From an optimization exercise on the open Yosys and OpenROAD flow, aimed at small area, a short achievable clock period and few clock cycles; shortcuts taken in it are not production practice. Function was checked by simulation only, so behaviour that the tests miss may differ from the original.

<file path="flow/run.sh">
#!/bin/bash
# synth_recipe.tcl (not shown) runs the flow's synth.tcl, then flattens the netlist and writes it again
# the make line also repeats each setting of config.mk as NAME=value (left out here)
make -C /OpenROAD-flow-scripts/flow DESIGN_CONFIG=/design/flow/config.mk WORK_HOME=/design/flow/orfs CLKGATE_MAP_FILE= SYNTH_SCRIPT=/design/flow/synth_recipe.tcl finish
</file>
<file path="flow/config.mk">
export PLATFORM = sky130hd
export DESIGN_NAME = conv_engine
export DESIGN_NICKNAME = conv_engine
export VERILOG_FILES = /design/flow/design.v
export SDC_FILE = /design/flow/constraint.sdc
export NUM_CORES = 4
export LEC_CHECK = 0
export CAP_MARGIN = 20
export CORE_MARGIN = 2
export CORE_UTILIZATION = 40
export SLEW_MARGIN = 20
</file>
<file path="flow/constraint.sdc">
create_clock -name core_clock -period 16.0 [get_ports {clk}]
set_input_delay 3.2000 -clock core_clock [delete_from_list [all_inputs] [get_ports {clk}]]
set_output_delay 3.2000 -clock core_clock [all_outputs]
set_load 0.01 [all_outputs]
</file>
<file path="flow/design.v">
module conv_engine #(
    parameter MEM_SIZE = 33'h0_0010_0000    
) (
    input  wire        clk,
    input  wire        rst,
    input  wire        kc_we,
    input  wire [5:0]  kc_idx,
    input  wire [15:0] kc_data,
    input  wire        start,
    input  wire [7:0]  ksel,
    input  wire [7:0]  kdim,
    input  wire [15:0] kdiv,
    input  wire [31:0] src_base,
    input  wire [31:0] dst_base,
    input  wire [15:0] width,
    input  wire [15:0] height,
    output reg         busy,
    output reg         done,
    output reg  [2:0]  err,
    output reg         mem_req,
    output reg         mem_we,
    output reg  [31:0] mem_addr,
    output reg  [7:0]  mem_wdata,
    input  wire        mem_gnt,
    input  wire        mem_rvalid,
    input  wire [7:0]  mem_rdata
);
    localparam KDIM_MAX = 7;
    localparam S_IDLE  = 3'd0;
    localparam S_READ  = 3'd1;
    localparam S_WAIT  = 3'd2;
    localparam S_PREP  = 3'd3;
    localparam S_DIV   = 3'd4;
    localparam S_SAT   = 3'd5;
    localparam S_WRITE = 3'd6;
    localparam S_ADDR  = 3'd7;
    reg [15:0] kcoef [0:KDIM_MAX*KDIM_MAX-1];
    integer n;
    always @(posedge clk) begin
        if (rst) begin
            for (n = 0; n < KDIM_MAX*KDIM_MAX; n = n + 1)
                kcoef[n] <= 16'd0;
        end else if (kc_we && !busy && kc_idx < KDIM_MAX*KDIM_MAX) begin
            kcoef[kc_idx] <= kc_data;
        end
    end
    function [15:0] cat_coef(input [3:0] sel, input [3:0] idx);
        begin
            cat_coef = 16'd0;
            case (sel)
                4'd1:  case (idx) 0,2,6,8: cat_coef = 16'd1; 1,3,5,7: cat_coef = 16'd2; 4: cat_coef = 16'd4; default: ; endcase
                4'd2:  cat_coef = 16'd1;
                4'd3:  case (idx) 0,6: cat_coef = -16'sd1; 3: cat_coef = -16'sd2; 2,8: cat_coef = 16'd1; 5: cat_coef = 16'd2; default: ; endcase
                4'd4:  case (idx) 0,2: cat_coef = -16'sd1; 1: cat_coef = -16'sd2; 6,8: cat_coef = 16'd1; 7: cat_coef = 16'd2; default: ; endcase
                4'd5:  case (idx) 1,3,5,7: cat_coef = 16'd1; 4: cat_coef = -16'sd4; default: ; endcase
                4'd6:  case (idx) 0,3,6: cat_coef = -16'sd1; 2,5,8: cat_coef = 16'd1; default: ; endcase
                4'd7:  case (idx) 0,1,2: cat_coef = -16'sd1; 6,7,8: cat_coef = 16'd1; default: ; endcase
                4'd8:  case (idx) 0: cat_coef = -16'sd2; 1,3: cat_coef = -16'sd1; 4,5,7: cat_coef = 16'd1; 8: cat_coef = 16'd2; default: ; endcase
                4'd9:  case (idx) 1,3,5,7: cat_coef = -16'sd1; 4: cat_coef = 16'd5; default: ; endcase
                4'd10: case (idx) 4: cat_coef = 16'd17; default: cat_coef = -16'sd1; endcase
                4'd11: case (idx) 4: cat_coef = 16'd8;  default: cat_coef = -16'sd1; endcase
                4'd12: case (idx) 4: cat_coef = 16'd2;  default: cat_coef = 16'd1;  endcase
                default: cat_coef = 16'd0;
            endcase
        end
    endfunction
    function [15:0] cat_div(input [3:0] sel);
        begin
            case (sel)
                4'd1:  cat_div = 16'd16;
                4'd2:  cat_div = 16'd9;
                4'd10: cat_div = 16'd9;
                4'd12: cat_div = 16'd10;
                default: cat_div = 16'd1;
            endcase
        end
    endfunction
    wire [31:0] npix     = width * height;
    wire [32:0] src_end  = {1'b0, src_base} + {1'b0, npix};
    wire [32:0] dst_end  = {1'b0, dst_base} + {1'b0, npix};
    wire        bad_ksel  = (ksel > 8'd12);
    wire        bad_shape = (ksel == 8'd0) &&
                            (kdim == 8'd0 || !kdim[0] || kdim > KDIM_MAX);
    wire        empty     = (width == 16'd0) || (height == 16'd0);
    wire        bad_range = (src_end > MEM_SIZE) || (dst_end > MEM_SIZE);
    wire        overlap   = ({1'b0, src_base} < dst_end) && ({1'b0, dst_base} < src_end);
    reg [2:0] chk_code;
    always @(*) begin
        if (bad_ksel)       chk_code = 3'd3;
        else if (bad_shape) chk_code = 3'd1;
        else if (empty)     chk_code = 3'd2;
        else if (bad_range) chk_code = 3'd4;
        else if (overlap)   chk_code = 3'd5;
        else                chk_code = 3'd0;
    end
    reg [2:0]  state;
    reg [15:0] x, y;           
    reg [2:0]  ti, tj;         
    reg [31:0] dst_ptr;        
    reg signed [31:0] acc;     
    reg [31:0] dividend;       
    reg [32:0] rem;
    reg [5:0]  div_cnt;
    reg [7:0]  result;
    reg [31:0] rd_addr;        
    reg        use_cat;
    reg [3:0]  cat_sel;
    reg [2:0]  k;
    reg [2:0]  r;
    reg [15:0] d_eff;
    wire [2:0]  k_new = (ksel == 8'd0) ? kdim[2:0] : 3'd3;
    wire signed [17:0] ry = $signed({2'b00, y}) + $signed({15'd0, ti}) - $signed({15'd0, r});
    wire signed [17:0] rx = $signed({2'b00, x}) + $signed({15'd0, tj}) - $signed({15'd0, r});
    wire [15:0] cy = (ry < 0) ? 16'd0 : (ry > $signed({2'b00, height}) - 18'sd1) ? height - 16'd1 : ry[15:0];
    wire [15:0] cx = (rx < 0) ? 16'd0 : (rx > $signed({2'b00, width})  - 18'sd1) ? width  - 16'd1 : rx[15:0];
    wire [31:0] tap_addr = src_base + cy * width + {16'd0, cx};
    wire [5:0]  tap_idx = ti * k + tj;
    wire [15:0] coef    = use_cat ? cat_coef(cat_sel, tap_idx[3:0]) : kcoef[tap_idx];
    wire signed [31:0] prod = $signed(coef) * $signed({1'b0, mem_rdata});
    wire signed [31:0] num = (acc <<< 1) + $signed({16'd0, d_eff});
    wire [32:0] den2 = {16'd0, d_eff, 1'b0};
    wire [32:0] rem_sh = {rem[31:0], dividend[31]};
    wire last_tap = (tj == k - 3'd1) && (ti == k - 3'd1);
    wire last_pix = (x == width - 16'd1) && (y == height - 16'd1);
    always @(*) begin
        mem_req   = 1'b0;
        mem_we    = 1'b0;
        mem_addr  = 32'd0;
        mem_wdata = 8'd0;
        if (state == S_READ) begin
            mem_req  = 1'b1;
            mem_addr = rd_addr;
        end else if (state == S_WRITE) begin
            mem_req   = 1'b1;
            mem_we    = 1'b1;
            mem_addr  = dst_ptr;
            mem_wdata = result;
        end
    end
    always @(posedge clk) begin
        if (rst) begin
            state   <= S_IDLE;
            busy    <= 1'b0;
            done    <= 1'b0;
            err     <= 3'd0;
            x       <= 16'd0;
            y       <= 16'd0;
            ti      <= 3'd0;
            tj      <= 3'd0;
            dst_ptr <= 32'd0;
            acc     <= 32'sd0;
            dividend <= 32'd0;
            rem     <= 33'd0;
            div_cnt <= 6'd0;
            result  <= 8'd0;
            rd_addr <= 32'd0;
            use_cat <= 1'b0;
            cat_sel <= 4'd0;
            k       <= 3'd0;
            r       <= 3'd0;
            d_eff   <= 16'd1;
        end else begin
            done <= 1'b0;
            case (state)
                S_IDLE: begin
                    if (start) begin
                        err <= chk_code;
                        if (chk_code != 3'd0) begin
                            done <= 1'b1;
                        end else begin
                            busy    <= 1'b1;
                            x       <= 16'd0;
                            y       <= 16'd0;
                            ti      <= 3'd0;
                            tj      <= 3'd0;
                            acc     <= 32'sd0;
                            dst_ptr <= dst_base;
                            use_cat <= (ksel != 8'd0);
                            cat_sel <= ksel[3:0];
                            k       <= k_new;
                            r       <= (k_new - 3'd1) >> 1;
                            d_eff   <= (ksel != 8'd0) ? cat_div(ksel[3:0]) :
                                       (kdiv == 16'd0) ? 16'd1 : kdiv;
                            state   <= S_ADDR;
                        end
                    end
                end
                S_ADDR: begin
                    rd_addr <= tap_addr;
                    state   <= S_READ;
                end
                S_READ: begin
                    if (mem_gnt)
                        state <= S_WAIT;
                end
                S_WAIT: begin
                    if (mem_rvalid) begin
                        acc <= acc + prod;
                        if (last_tap) begin
                            state <= S_PREP;
                        end else begin
                            state <= S_ADDR;
                            if (tj == k - 3'd1) begin
                                tj <= 3'd0;
                                ti <= ti + 3'd1;
                            end else begin
                                tj <= tj + 3'd1;
                            end
                        end
                    end
                end
                S_PREP: begin
                    if (num < 0) begin
                        result <= 8'd0;
                        state  <= S_WRITE;
                    end else begin
                        dividend <= num;
                        rem      <= 33'd0;
                        div_cnt  <= 6'd0;
                        state    <= S_DIV;
                    end
                end
                S_DIV: begin
                    if (rem_sh >= den2) begin
                        rem      <= rem_sh - den2;
                        dividend <= {dividend[30:0], 1'b1};
                    end else begin
                        rem      <= rem_sh;
                        dividend <= {dividend[30:0], 1'b0};
                    end
                    div_cnt <= div_cnt + 6'd1;
                    if (div_cnt == 6'd31)
                        state <= S_SAT;
                end
                S_SAT: begin
                    result <= (dividend > 32'd255) ? 8'd255 : dividend[7:0];
                    state  <= S_WRITE;
                end
                S_WRITE: begin
                    if (mem_gnt) begin
                        dst_ptr <= dst_ptr + 32'd1;
                        ti      <= 3'd0;
                        tj      <= 3'd0;
                        acc     <= 32'sd0;
                        if (last_pix) begin
                            busy  <= 1'b0;
                            done  <= 1'b1;
                            state <= S_IDLE;
                        end else begin
                            state <= S_ADDR;
                            if (x == width - 16'd1) begin
                                x <= 16'd0;
                                y <= y + 16'd1;
                            end else begin
                                x <= x + 16'd1;
                            end
                        end
                    end
                end
                default: state <= S_IDLE;
            endcase
        end
    end
endmodule
</file>
==> flow_metrics.tcl <==
set metrics [dict create \
    vias 64900 \
    regArea_sq_um 35700 \
    cp-end-kind "flop" \
    m1WireLength_mm 120 \
    max_slew_margin_pct 19.0 \
    layout.nets 9957 \
    hp-start "k[1]" \
    met3_length_mm 19.2 \
    route.detailed.drc 0 \
    worstPathMaxFanout 21 \
    antenna_found_initial 20 \
    cts_root_buffer "clkbuf_16" \
    hpwl_mm 200 \
    finalMaxSlewViolations 0 \
    worstPathArrival_ps 15090 \
    dpl.cell_count 11600 \
    setup.worst_path.start "width[4]" \
    hold_slack_ps 456 \
    grt_max_degree 120 \
    r2r_start "ti[1]" \
    wl_mm 276 \
    ys_types 87 \
    crit_slowest_cell "clkdlybuf4s50_1" \
    worstSkewPairLatency_ps 790 \
    core-area_sq_um 229000 \
    syn_to_final_growth_pct 11.7 \
    finalCriticalPeriod_ps 14460 \
    grt_setup_unrepaired "no" \
    drive_gt1_share_pct 9.30 \
    dr.pass1.iters 6 \
    async_flop_share_pct 0 \
    cts_hold_buf 0 \
    setup-violations-final 0 \
    final_cells 11800 \
    wl_per_cell_um 23.3 \
    die_w_um 483 \
    yosys_warnings 1 \
    track_usage_pct 23.5 \
    overflow 0 \
    status "timing/DRC/antenna clean" \
    worstSetupPathType "primary input to flop" \
    cpPeakStageDelay_ps 930 \
    synth_ff_type "edfxtp_1" \
    place.gp.congestion 0.952 \
    worstPathRequired_ps 16620 \
    timing.fmax_ghz 0.0691 \
    finClkSkew_ps 43.9 \
    ys_ff_latch 1269 \
    avgSynthCellArea_sq_um 10.9 \
    rows 176 \
    ant_nets 0 \
    grt_pass1_wl_mm 418 \
    htree_levels 4 \
    drtIter0Drc 5599 \
    post_cts_buffers 0 \
    hold_class "flop to flop" \
    fin_crit_sh_pct 90.4 \
    routed.top_layer "met5" \
    yosysSeqAreaShare_pct 38.8 \
    cts_tree "yes" \
    cap_violations 0 \
    worst_setup_path_start_kind "primary input" \
    cts_resized 0 \
    initial_core_util_pct 40.1 \
    grt_pass1_vias 65500 \
    synth-edff-count 1024 \
    final-hold-violation-count 0 \
    cts_max_path_buffers 3 \
    ioPinCount 211 \
    fillers 21300 \
    synth_area_sq_um 92000 \
    syn_inst 8417 \
    portBuffers 210 \
    cts_num_sinks 1269 \
    multi_input_area_sq_um 52100 \
    finalSetupTns_ps 0 \
    worst_slew_pin_slew_ps 1210 \
    clk_pin_slew_ps 60 \
    cts_made_buffers 135 \
    fp.dieH_um 483 \
    dieArea_sq_um 234000 \
    vias_per_cell 5.50 \
    dr_wl_met2_mm 129 \
    crit_top_cell "inv_1" \
]
[area by class of cell]
cell class,count,share of cell area (%)
sequential,1269,34.7
tap,3026,3.69
antenna,7,0.0171
multi-input combinational,5974,50.7
inverter,906,3.31
clock buffer,168,3.50
timing repair buffer,386,3.32
clock inverter,73,0.740
[cells in the final DEF, fill, tap and decap left out, types with 27 or more instances in the layout]
cell             synthesis  routed
a211oi_1                63      60
a21o_1                 108     108
a21oi_1                310     309
a22o_1                  48      48
a22oi_1                 27      27
a31oi_1                 34      34
and2_1                1055    1055
and3_1                  55      55
buf_4                    1     171
clkbuf_16                0     136
clkdlybuf4s50_1          0     193
clkinv_1                 1      27
conb_1                   1     240
dfxtp_1                245     245
edfxtp_1              1024    1024
fa_1                   577     576
ha_1                   544     542
inv_1                  904     903
mux2i_1                 38      38
mux4_2                 322     322
nand2_1                712     712
nand2b_1                55      55
nand3_1                129     129
nand4_1                 68      68
nor2_1                 368     343
nor2b_1                 55      54
nor3_1                 113     113
nor4_1                  41      40
o21a_1                  36      36
o21ai_0                221     172
o21ai_1                  5      53
o21bai_1                35      35
o22ai_1                 41      41
o31ai_1                 35      35
or3_1                   33      33
xnor2_1                175     173
xor2_1                  84      83
[logic make-up after synthesis]
| family | after synthesis | share of synthesized area, % |
|---|---|---|
| mux | 371 | 8.44 |
| compound gates | 1205 | 8.73 |
| simple gates | 2777 | 15.8 |
| xor+xnor | 259 | 2.47 |
| buf+inv | 1413 | 5.79 |
| fa+ha+maj | 1122 | 20.0 |
| other cells | 1 | 0.00408 |
| flops | 1269 | 38.8 |
[metal layers]
| metal | vias to the layer above | GRT usage (%) |
|---|---|---|
| li1 | 29500 | - |
| met1 | 32800 | 32.7 |
| met2 | 2191 | 38.0 |
| met3 | 368 | 3.77 |
| met4 | 2 | 6.51 |
| met5 | - | 0 |
[state kept, by name, summed over array words and instances (netlist names), 16 cells and up]
name,count
d_eff,16
dividend,32
x,16
acc,31
rd_addr,32
kcoef,1024
rem,32
y,16
dst_ptr,32
[worst paths after layout]
check	end	slack [ps]	depth (start not counted)
min reg2reg	k[1]	460	2
max reg2reg	rd_addr[31]	2570	45
min	k[1]	460	2
max	rd_addr[31]	1540	39
[through the flow]
step           instance area, sq um  setup slack, ps  util [%]
6_report                     103000             1540      44.8
5_1_grt                      103000              843      44.8
4_1_cts                      103000             1690      44.8
3_5_place_dp                  98300              948      42.9
3_3_place_gp                  98200             1030      42.8
2_1_floorplan                 92800             3030         -
[critical path: cells and delay by family]
kind,cells,cell delay [ps]
compound gates,16,4800
buf+inv,7,1660
simple gates,7,2060
xor+xnor,2,420
fa+ha+maj,7,2910
[cells in the mapped netlist, drive strengths merged, types with 226 or more instances]
master     n  share of area, %
nor2     369               1.5
clkbuf   450               1.8
edfxtp  1024                33
ha       544               7.4
mux4     322               7.9
dfxtp    245               5.3
a21oi    310               1.7
fa       577                13
inv      905               3.7
nand2    712               2.9
o21ai    226               1.2
and2    1055               7.2
Testbench counts, summed over its fixed seeds: cycles 1,985,575.

==> separate check: timing with driven ports <==
How much do the figures lean on ideal ports? The routed layout below was timed once more, with nothing changed but the port constraints. Step 1 assumes that a clkbuf_16 drives the clock port and a buf_2 every other input. Step 2 moves the port delays by t, midway between the first and last clock arrival at a register: inputs arrive t later, outputs are due t later. That takes back most of the time a late clock gives input paths. a / b / c = ideal / step 1 / step 2; a / b = the first two.
t (ns): 0.853
slack for setup (ns): 1.536 / 1.597 / 0.744
worst slew at a driven data input, ns: 0.18
After both steps setup and hold are still met in this run. The setup slack of this run moves by +0.061 ns with the drivers and by -0.792 ns with both steps.
